Background: an optimization exercise with open tools, aiming at small area, a short achievable clock period and few clock cycles per item. Do not read the settings as production practice.
In this exercise RTL edits were held to simulation tests only and were not proved equivalent to the original.
Power figures rest on the tool's default switching activity, not on a simulated workload.

==> flow/design.v <==
module rle_enc (
    input  wire         clk,
    input  wire         rst,
    input  wire         in_valid,
    output wire         in_ready,
    input  wire [7:0]   in_data,
    input  wire         in_last,
    input  wire [5:0]   unit_size,
    output wire         out_valid,
    input  wire         out_ready,
    output wire [9:0]   out_count,
    output wire [5:0]   out_len,
    output wire [255:0] out_unit,
    output wire         out_last
);
    localparam CHUNK = 1000;
    localparam [9:0] LF_0   = 10'd1;       
    localparam [9:0] LF_998 = 10'd1003;    
    reg  [7:0]   cur [0:31];
    reg  [3:0]   ph;             
    reg  [7:0]   pl;             
    reg          ns;             
    reg          full_r;         
    reg  [9:0]   chunk_pos;      
    reg          cl;             
    reg          m;              
    reg  [9:0]   cnt;            
    reg          rs;             
    reg  [7:0]   exp_r;          
    reg  [7:0]   in_r;
    reg  [4:0]   p_r;
    reg          v_r;
    reg          wr;             
    reg          fin_r;          
    reg          last_r;         
    reg          o_valid;
    reg          rdy;            
    reg  [5:0]   o_len;
    reg          o_last;
    assign in_ready  = rdy;
    assign out_valid = o_valid;
    assign out_count = cnt;
    assign out_len   = o_len;
    assign out_last  = o_last;
    genvar g;
    generate
        for (g = 0; g < 32; g = g + 1) begin : g_unit
            assign out_unit[8*g +: 8] = cur[g];
        end
    endgenerate
    wire       u1     = (unit_size == 6'd1);
    wire       accept = in_valid && !o_valid;
    wire       eq     = (in_data == exp_r);
    wire       full   = ns ? u1 : full_r;
    wire       ce     = cl || in_last;
    wire       s_end  = full || ce;
    wire       close  = m && (!eq || (ce && !full));
    wire       a_set  = accept && close;     
    wire       b_set  = wr && fin_r;         
    wire       o_set  = a_set || b_set;
    wire [9:0] base   = rs ? 10'd1 : cnt;
    wire       o_nxt  = o_set || (o_valid && !out_ready);
    wire       v_nxt  = accept || (v_r && !wr);
    wire       pos0   = ph[0] && pl[0];
    wire [4:0] pos    = {ph[2] | ph[3], ph[1] | ph[3],
                         pl[4] | pl[5] | pl[6] | pl[7],
                         pl[2] | pl[3] | pl[6] | pl[7],
                         pl[1] | pl[3] | pl[5] | pl[7]};
    reg  [7:0]  cur_a;
    integer k, j;
    always @(*) begin
        cur_a = 8'd0;
        for (k = 0; k < 31; k = k + 1)
            cur_a = cur_a | (cur[k + 1] & {8{ph[k / 8] & pl[k % 8]}});
    end
    wire [7:0] exp_a  = (pos0 && p_r == 5'd1) ? in_r : cur_a;
    wire [7:0] exp_0  = pos0 ? in_data :
                        (p_r == 5'd0) ? in_r : cur[0];
    always @(posedge clk) begin
        for (j = 0; j < 32; j = j + 1)
            if (wr && p_r == j)
                cur[j] <= in_r;
        if (!o_valid) begin
            in_r   <= in_data;
            p_r    <= pos;
            fin_r  <= ce;
            last_r <= in_last;
        end
        if (accept) begin
            exp_r  <= s_end ? exp_0 : exp_a;
            full_r <= s_end ? u1 : ({1'b0, pos} + 6'd2 == unit_size);
        end
        if (o_set)
            cnt <= base;
        else if (accept && s_end)
            cnt <= m ? base + 10'd1 : 10'd1;
        if (accept && s_end)
            rs <= o_set;
        else if (o_set)
            rs <= 1'b0;
        if (!o_valid) begin
            o_len   <= (v_r && fin_r) ? {1'b0, p_r} + 6'd1 : unit_size;
            o_last  <= v_r && fin_r && last_r;
        end
    end
    always @(posedge clk) begin
        if (rst) begin
            ph        <= 4'd1;
            pl        <= 8'd1;
            wr        <= 1'b0;
            ns        <= 1'b1;
            chunk_pos <= LF_0;
            cl        <= 1'b0;
            m         <= 1'b0;
            v_r       <= 1'b0;
            o_valid   <= 1'b0;
            rdy       <= 1'b1;
        end else begin
            o_valid <= o_nxt;
            rdy     <= !o_nxt;
            v_r     <= v_nxt;
            wr      <= v_nxt && !o_nxt;
            if (accept) begin
                if (s_end) begin
                    ph <= 4'd1;
                    pl <= 8'd1;
                end else begin
                    pl <= {pl[6:0], pl[7]};
                    if (pl[7])
                        ph <= {ph[2:0], ph[3]};
                end
                ns        <= in_last;
                chunk_pos <= ce ? LF_0 :
                             {chunk_pos[8:0], chunk_pos[9] ^ chunk_pos[6]};
                cl        <= !ce && (chunk_pos == LF_998);
                if (s_end)
                    m <= !ce;
                else if (close)
                    m <= 1'b0;
            end
        end
    end
endmodule
==> flow/config.mk <==
export PLATFORM = sky130hd
export DESIGN_NAME = rle_enc
export DESIGN_NICKNAME = rle_enc
export VERILOG_FILES = /design/flow/design.v
export SDC_FILE = /design/flow/constraint.sdc
export NUM_CORES = 4
export LEC_CHECK = 0
export CAP_MARGIN = 0
export CORE_MARGIN = 2
export CORE_UTILIZATION = 50
export SETUP_SLACK_MARGIN = 2.8
export SLEW_MARGIN = 0
export BUFFER_PORTS_ARGS = -buffer_cell sky130_fd_sc_hd__buf_1
export CTS_ARGS = -sink_clustering_enable -repair_clock_nets -dont_use_dummy_load -sink_clustering_size 16 -sink_clustering_max_diameter 50 -buf_list "sky130_fd_sc_hd__clkbuf_8" -sink_clustering_levels 1
==> flow/constraint.sdc <==
create_clock -name core_clock -period 5.0 [get_ports {clk}]
set_input_delay 1.0000 -clock core_clock [delete_from_list [all_inputs] [get_ports {clk}]]
set_output_delay 1.0000 -clock core_clock [all_outputs]
set_load 0.01 [all_outputs]
standard.sh (not shown) runs the stock make flow with config.mk's settings and CLKGATE_MAP_FILE= SYNTH_SCRIPT=/design/flow/synth_recipe.tcl, a recipe that flattens the netlist after the stock synthesis.
==> flow/flow/run.sh <==
#!/bin/bash
# Standard ORFS layout (the standard.sh), with two changes made through
# config.mk: the ports are buffered by sky130_fd_sc_hd__buf_1 instead of the
# default buffer that buffer_ports picks, and clock tree synthesis runs
# with the arguments in flow/cts_args.txt (larger sink clusters, no dummy
# loads). Each tool's output is in standard.log.
set -euo pipefail
echo 'export BUFFER_PORTS_ARGS = -buffer_cell sky130_fd_sc_hd__buf_1' >> config.mk
if [[ -s flow/cts_args.txt ]]; then
  echo "export CTS_ARGS = $(cat flow/cts_args.txt)" >> config.mk
fi
bash standard.sh > standard.log 2>&1
==> flow/flow/cts_args.txt <==
-sink_clustering_enable -repair_clock_nets -dont_use_dummy_load -sink_clustering_size 16 -sink_clustering_max_diameter 50 -buf_list "sky130_fd_sc_hd__clkbuf_8" -sink_clustering_levels 1
Testbench counts at the start, summed over its fixed seeds: cycles 186,589, bytes 184,078.
Rerun with:
==> flow/flow/cts_args.txt (replaced) <==
-sink_clustering_enable -repair_clock_nets -dont_use_dummy_load -sink_clustering_size 24 -sink_clustering_max_diameter 60 -buf_list "sky130_fd_sc_hd__clkbuf_16"
Settings changed: CTS_ARGS -sink_clustering_enable -repair_clock_nets -dont_use_dummy_load -sink_clustering_size 16 -sink_clustering_max_diameter 50 -buf_list "sky130_fd_sc_hd__clkbuf_8" -sink_clustering_levels 1 to -sink_clustering_enable -repair_clock_nets -dont_use_dummy_load -sink_clustering_size 24 -sink_clustering_max_diameter 60 -buf_list "sky130_fd_sc_hd__clkbuf_16".
Result:
- The changed run went through all stages and came out clean
- register-to-register slack is worse by 0.08 ns
- clock skew increases by 0.011 ns
- synthesized cell count stays the same
- first-iteration DRC count increases by 14%
- non-clock buffer count increases by 6
- via count barely changes
- clock-buffer cell count drops by 7
- sequential power stays flat
Rerun with:
==> flow/flow/cts_args.txt (replaced) <==
-sink_clustering_enable -repair_clock_nets -dont_use_dummy_load -sink_clustering_size 16 -sink_clustering_max_diameter 50 -buf_list "sky130_fd_sc_hd__clkbuf_8"
Settings changed: CORE_UTILIZATION 50 to 40, CTS_ARGS -sink_clustering_enable -repair_clock_nets -dont_use_dummy_load -sink_clustering_size 24 -sink_clustering_max_diameter 60 -buf_list "sky130_fd_sc_hd__clkbuf_16" to -sink_clustering_enable -repair_clock_nets -dont_use_dummy_load -sink_clustering_size 16 -sink_clustering_max_diameter 50 -buf_list "sky130_fd_sc_hd__clkbuf_8", SETUP_SLACK_MARGIN 2.8 to 2.9.
Effect: The changed run ran to the end with no violations; die area increases by 24%; design area is higher by 14%; combinational power goes up by 10%; count of clock-buffer cells in the layout goes up by 7; global-route usage goes down by 3.0 points.

==> what the ideal ports hide <==
The results above use ideal ports. As a check the final layouts listed here were re-extracted and re-timed, cells and wires unchanged. Step 1 sets driving cells, clkbuf_16 on the clock port and buf_2 on the other inputs (assumed; they add their load-dependent delay and slew). Step 2 times the ports against the registers' clock, not the clock port: input delays grow and output delays shrink by t, the midpoint of the rising clock arrivals with the driver on. Slacks: ideal / step 1 / step 2; pairs: ideal / step 1.
run | t (ns) | setup WS [ns] | worst slew at a driven data input, ns
the first run | 0.576 | 2.784 / 2.736 / 2.259 | 0.06
the second run | 0.590 | 2.732 / 2.732 / 2.265 | 0.06
the third run | 0.584 | 2.729 / 2.735 / 2.151 | 0.05
After both steps every run listed still meets setup and hold. The setup slack of the third run, which loses most, moves by +0.006 ns with the drivers and by -0.578 ns with both steps.
